This is an optimization exercise on Yosys and OpenROAD, whose aim is small area, a short achievable clock period and few clock cycles per item, not a production implementation.
RTL that was checked went through simulation tests only; none was proved equivalent to the original.

==> 08-28 <==
## md5_core
module md5_core (
    input  wire         clk,
    input  wire         rst,       
    input  wire         init,
    input  wire         start,
    input  wire [511:0] block,
    output wire         ready,
    output reg          done,
    output wire [127:0] digest
);
clock: 12.0 ns
lec_check: 0
cap_margin: 20
core_margin: 2
core_utilization: 40
slew_margin: 20
standard.sh (not shown) runs the stock make flow with config.mk's settings and CLKGATE_MAP_FILE= SYNTH_SCRIPT=/design/flow/synth_recipe.tcl, a recipe that flattens the netlist after the stock synthesis.
==> flow/flow/run.sh <==
#!/bin/bash
set -euo pipefail
bash standard.sh "BUFFER_PORTS_ARGS=-buffer_cell sky130_fd_sc_hd__buf_1" \
    SETUP_SLACK_MARGIN=8 finish > standard_flow.log 2>&1
==> 08-04: changes against 08-28 <==
==> flow/design.v (replaced) <==
module md5_core (
    input  wire         clk,
    input  wire         rst,       
    input  wire         init,
    input  wire         start,
    input  wire [511:0] block,
    output wire         ready,
    output reg          done,
    output wire [127:0] digest
);
    localparam [31:0] IV_A = 32'h67452301,
                      IV_B = 32'hefcdab89,
                      IV_C = 32'h98badcfe,
                      IV_D = 32'h10325476;
    reg          rdy;       
    reg          busy;      
    reg          setup;     
    reg          fin;       
    reg          pend;      
    reg  [5:0]   t;         
    reg  [511:0] m;
    reg  [31:0]  b, c, d;
    reg  [31:0]  u, v;
    reg  [31:0]  pre;
    reg  [31:0]  h0, h1, h2, h3;
    reg  [1:0]   rsel;      
    reg  [1:0]   isel;      
    reg          s61, s62;  
    reg          last;      
    assign ready = rdy;
    wire take_start = rdy && start;
    wire take_init  = rdy && init;
    wire step_next  = busy && !last;    
    wire [31:0] x [0:15];
    genvar gj;
    generate
        for (gj = 0; gj < 16; gj = gj + 1) begin : g_x
            assign x[gj] = {m[511-8*(4*gj+3) -: 8], m[511-8*(4*gj+2) -: 8],
                            m[511-8*(4*gj+1) -: 8], m[511-8*(4*gj)   -: 8]};
        end
    endgenerate
    localparam [2047:0] KTAB = 2048'heb86d3912ad7d2bbbd3af235f7537e824e0811a1a3014314fe2ce6e06fa87e4f85845dd1ffeff47d8f0ccc92655b59c3fc93a039ab9423a7432aff97f4292244c4ac56651fa27cf8e6db99e5d9d4d03904881d05d4ef3085eaa127fa289b7ec6bebfbc70f6bb4b604bdecfa9a4beea44fde5380c6d9d61228771f681fffa39428d2a4c8a676f02d9fcefa3f8a9e3e905455a14edf4d50d87c33707d621e1cde6e7d3fbc8d8a1e68102441453d62f105de9b6c7aa265e5a51c040b340f61e256249b40821a679438efd9871936b901122895cd7beffff5bb18b44f7af698098d8fd469501a83046134787c62af57c0fafc1bdceee242070dbe8c7b756d76aa478;
    wire [31:0] kt = KTAB[{t, 5'd0} +: 32];
    reg  [3:0]  gt;
    always @(*) begin
        case (t)
            6'd0: gt = 4'd0;
            6'd1: gt = 4'd1;
            6'd2: gt = 4'd2;
            6'd3: gt = 4'd3;
            6'd4: gt = 4'd4;
            6'd5: gt = 4'd5;
            6'd6: gt = 4'd6;
            6'd7: gt = 4'd7;
            6'd8: gt = 4'd8;
            6'd9: gt = 4'd9;
            6'd10: gt = 4'd10;
            6'd11: gt = 4'd11;
            6'd12: gt = 4'd12;
            6'd13: gt = 4'd13;
            6'd14: gt = 4'd14;
            6'd15: gt = 4'd15;
            6'd16: gt = 4'd1;
            6'd17: gt = 4'd6;
            6'd18: gt = 4'd11;
            6'd19: gt = 4'd0;
            6'd20: gt = 4'd5;
            6'd21: gt = 4'd10;
            6'd22: gt = 4'd15;
            6'd23: gt = 4'd4;
            6'd24: gt = 4'd9;
            6'd25: gt = 4'd14;
            6'd26: gt = 4'd3;
            6'd27: gt = 4'd8;
            6'd28: gt = 4'd13;
            6'd29: gt = 4'd2;
            6'd30: gt = 4'd7;
            6'd31: gt = 4'd12;
            6'd32: gt = 4'd5;
            6'd33: gt = 4'd8;
            6'd34: gt = 4'd11;
            6'd35: gt = 4'd14;
            6'd36: gt = 4'd1;
            6'd37: gt = 4'd4;
            6'd38: gt = 4'd7;
            6'd39: gt = 4'd10;
            6'd40: gt = 4'd13;
            6'd41: gt = 4'd0;
            6'd42: gt = 4'd3;
            6'd43: gt = 4'd6;
            6'd44: gt = 4'd9;
            6'd45: gt = 4'd12;
            6'd46: gt = 4'd15;
            6'd47: gt = 4'd2;
            6'd48: gt = 4'd0;
            6'd49: gt = 4'd7;
            6'd50: gt = 4'd14;
            6'd51: gt = 4'd5;
            6'd52: gt = 4'd12;
            6'd53: gt = 4'd3;
            6'd54: gt = 4'd10;
            6'd55: gt = 4'd1;
            6'd56: gt = 4'd8;
            6'd57: gt = 4'd15;
            6'd58: gt = 4'd6;
            6'd59: gt = 4'd13;
            6'd60: gt = 4'd4;
            6'd61: gt = 4'd11;
            6'd62: gt = 4'd2;
            6'd63: gt = 4'd9;
        endcase
    end
    wire [31:0] f     = (b & u) | (~b & v);
    wire [31:0] sum   = pre + f;
    wire [31:0] rq0 = isel[1] ? (isel[0] ? {sum[9:0], sum[31:10]} : {sum[14:0], sum[31:15]})
                           : (isel[0] ? {sum[19:0], sum[31:20]} : {sum[24:0], sum[31:25]});
    wire [31:0] rq1 = isel[1] ? (isel[0] ? {sum[11:0], sum[31:12]} : {sum[17:0], sum[31:18]})
                           : (isel[0] ? {sum[22:0], sum[31:23]} : {sum[26:0], sum[31:27]});
    wire [31:0] rq2 = isel[1] ? (isel[0] ? {sum[8:0], sum[31:9]} : {sum[15:0], sum[31:16]})
                           : (isel[0] ? {sum[20:0], sum[31:21]} : {sum[27:0], sum[31:28]});
    wire [31:0] rq3 = isel[1] ? (isel[0] ? {sum[10:0], sum[31:11]} : {sum[16:0], sum[31:17]})
                           : (isel[0] ? {sum[21:0], sum[31:22]} : {sum[25:0], sum[31:26]});
    wire [31:0] rot   = (rsel[1] ? (rsel[0] ? rq3 : rq2) : (rsel[0] ? rq1 : rq0))
                      | ({32{fin}} & b);
    wire [31:0] hsel  = s61 ? h0 : s62 ? h3 : h2;
    wire [31:0] hsum  = hsel + b;
    wire [31:0] a0 = pend ? IV_A : h0;
    wire [31:0] b0 = pend ? IV_B : h1;
    wire [31:0] c0 = pend ? IV_C : h2;
    wire [31:0] d0 = pend ? IV_D : h3;
    wire [31:0] b_new = (fin ? h1 : setup ? b0 : b) + rot;
    wire [31:0] cn = setup ? c0 : b;
    wire [31:0] dn = setup ? d0 : c;
    reg  [31:0] u_next, v_next;
    always @(*) begin
        case (t[5:4])
            2'd0:    begin u_next = cn;         v_next = dn;         end
            2'd1:    begin u_next = cn | dn;    v_next = cn & ~dn;   end
            2'd2:    begin u_next = ~(cn ^ dn); v_next = cn ^ dn;    end
            default: begin u_next = ~cn;        v_next = ~(cn ^ dn); end
        endcase
    end
    wire [31:0] p1 = setup ? a0 : d;
    wire [31:0] p2 = kt;
    wire [31:0] p3 = x[gt];
    wire [31:0] cs_s = p1 ^ p2 ^ p3;
    wire [31:0] cs_c = (p1 & p2) | (p1 & p3) | (p2 & p3);
    wire [31:0] pre_next = cs_s + {cs_c[30:0], 1'b0};
    assign digest = {h0[7:0], h0[15:8], h0[23:16], h0[31:24],
                     h1[7:0], h1[15:8], h1[23:16], h1[31:24],
                     h2[7:0], h2[15:8], h2[23:16], h2[31:24],
                     h3[7:0], h3[15:8], h3[23:16], h3[31:24]};
    always @(posedge clk) begin
        if (rdy)
            m <= block;
        pre <= {32{step_next}} & pre_next;
        u   <= {32{step_next}} & u_next;
        v   <= {32{step_next}} & v_next;
        b   <= b_new;
        if (setup) begin
            c <= c0;
            d <= d0;
        end else begin
            c <= b;
            d <= c;
        end
    end
    always @(posedge clk) begin
        if (rst) begin
            rdy   <= 1'b1;
            busy  <= 1'b0;
            setup <= 1'b0;
            fin   <= 1'b0;
            pend  <= 1'b0;
            done  <= 1'b0;
            t     <= 6'd0;
            rsel  <= 2'd0;
            isel  <= 2'd0;
            s61   <= 1'b0;
            s62   <= 1'b0;
            last  <= 1'b0;
            h0    <= IV_A;
            h1    <= IV_B;
            h2    <= IV_C;
            h3    <= IV_D;
        end else begin
            fin  <= last;
            done <= fin;
            rsel <= t[5:4];
            isel <= t[1:0];
            s61  <= busy && (t == 6'd61);
            s62  <= s61;
            last <= s62;
            if (take_start) begin
                rdy   <= 1'b0;
                busy  <= 1'b1;
                setup <= 1'b1;
                t     <= 6'd0;
            end else begin
                rdy   <= !busy || last || s62;
                setup <= 1'b0;
                if (last)
                    busy <= 1'b0;
                if (busy)
                    t <= t + 6'd1;
            end
            if (s61)  h0 <= hsum;
            if (s62)  h3 <= hsum;
            if (last) h2 <= hsum;
            if (fin)  h1 <= b_new;
            if (take_init)
                pend <= 1'b1;
            if (pend && !fin) begin
                pend <= 1'b0;
                h0   <= IV_A;
                h1   <= IV_B;
                h2   <= IV_C;
                h3   <= IV_D;
            end
        end
    end
endmodule
==> flow/flow/run.sh (replaced) <==
#!/bin/bash
set -euo pipefail
bash standard.sh "BUFFER_PORTS_ARGS=-buffer_cell sky130_fd_sc_hd__buf_1" \
    SETUP_SLACK_MARGIN=6.5 finish > standard_flow.log 2>&1
ABC_AREA = 1   (was default)
CTS_BUF_LIST = sky130_fd_sc_hd__clkbuf_8   (was default)
==> impl_metrics.tcl <==
set metrics [dict create \
    outcome "complete, no violations" \
    ys_types 87 \
    finalCritPeriodShare_pct 53.7 \
    r2r-start "b[8]$_DFF_P_" \
    sw_frac_of_total_pct 44.4 \
    cts_buffers 96 \
    dr.pass1.iters 11 \
    clk-power_uw 2950 \
    min_period_ns 6.44 \
    final_net_count 6011 \
    final_cell_mix "buf_1 (644), edfxtp_1 (512), nand2_1 (364)" \
    synth_compound_area_share_pct 21.6 \
    syn-num-nets 5298 \
    largest_class "multi-input gates" \
    final_common_cell "buf_1" \
    yosys.area_share.simple_pct 11.6 \
]
The numbers above come from 08-28.

==> impl_metrics.tcl <==
set metrics [dict create \
    outcome "complete, no violations" \
    min_period_ns 5.46 \
    final_net_count 6659 \
    largest_class "flip-flops and latches" \
    syn-num-nets 6006 \
    ys_types 64 \
    clk-power_uw 2710 \
    synth_compound_area_share_pct 18.6 \
]
The numbers above come from 08-04.

Testbench counts of 08-04, summed over its fixed seeds: cycles 66,640, items 1,024.
No functional check of the RTL was part of 08-28.

-- afterwards: timing with drivers on the ports --
No port has a modelled driver above. Below, the same layouts with a new extraction and two added sets of constraints. Step 1: set_driving_cell puts a clkbuf_16 on clk and a buf_2 on each other input, an assumption about the parent block. Step 2 also shifts input and output timing later by t, the mid clock arrival at the registers, as if the neighbouring blocks saw the same clock. Slacks: ideal / step 1 / step 2; pairs: ideal / step 1.
| run | t (ns) | setup WS [ns] | latest minus earliest clock arrival (ns) | cell pins on the clock port's net |
|---|---|---|---|---|
| 08-28 | 0.750 | 5.560 / 5.560 / 5.560 | 0.055 / 0.055 | 1 |
| 08-04 | 0.905 | 6.540 / 6.540 / 6.540 | 0.062 / 0.061 | 1 |
After both steps setup and hold are still met in every run listed.
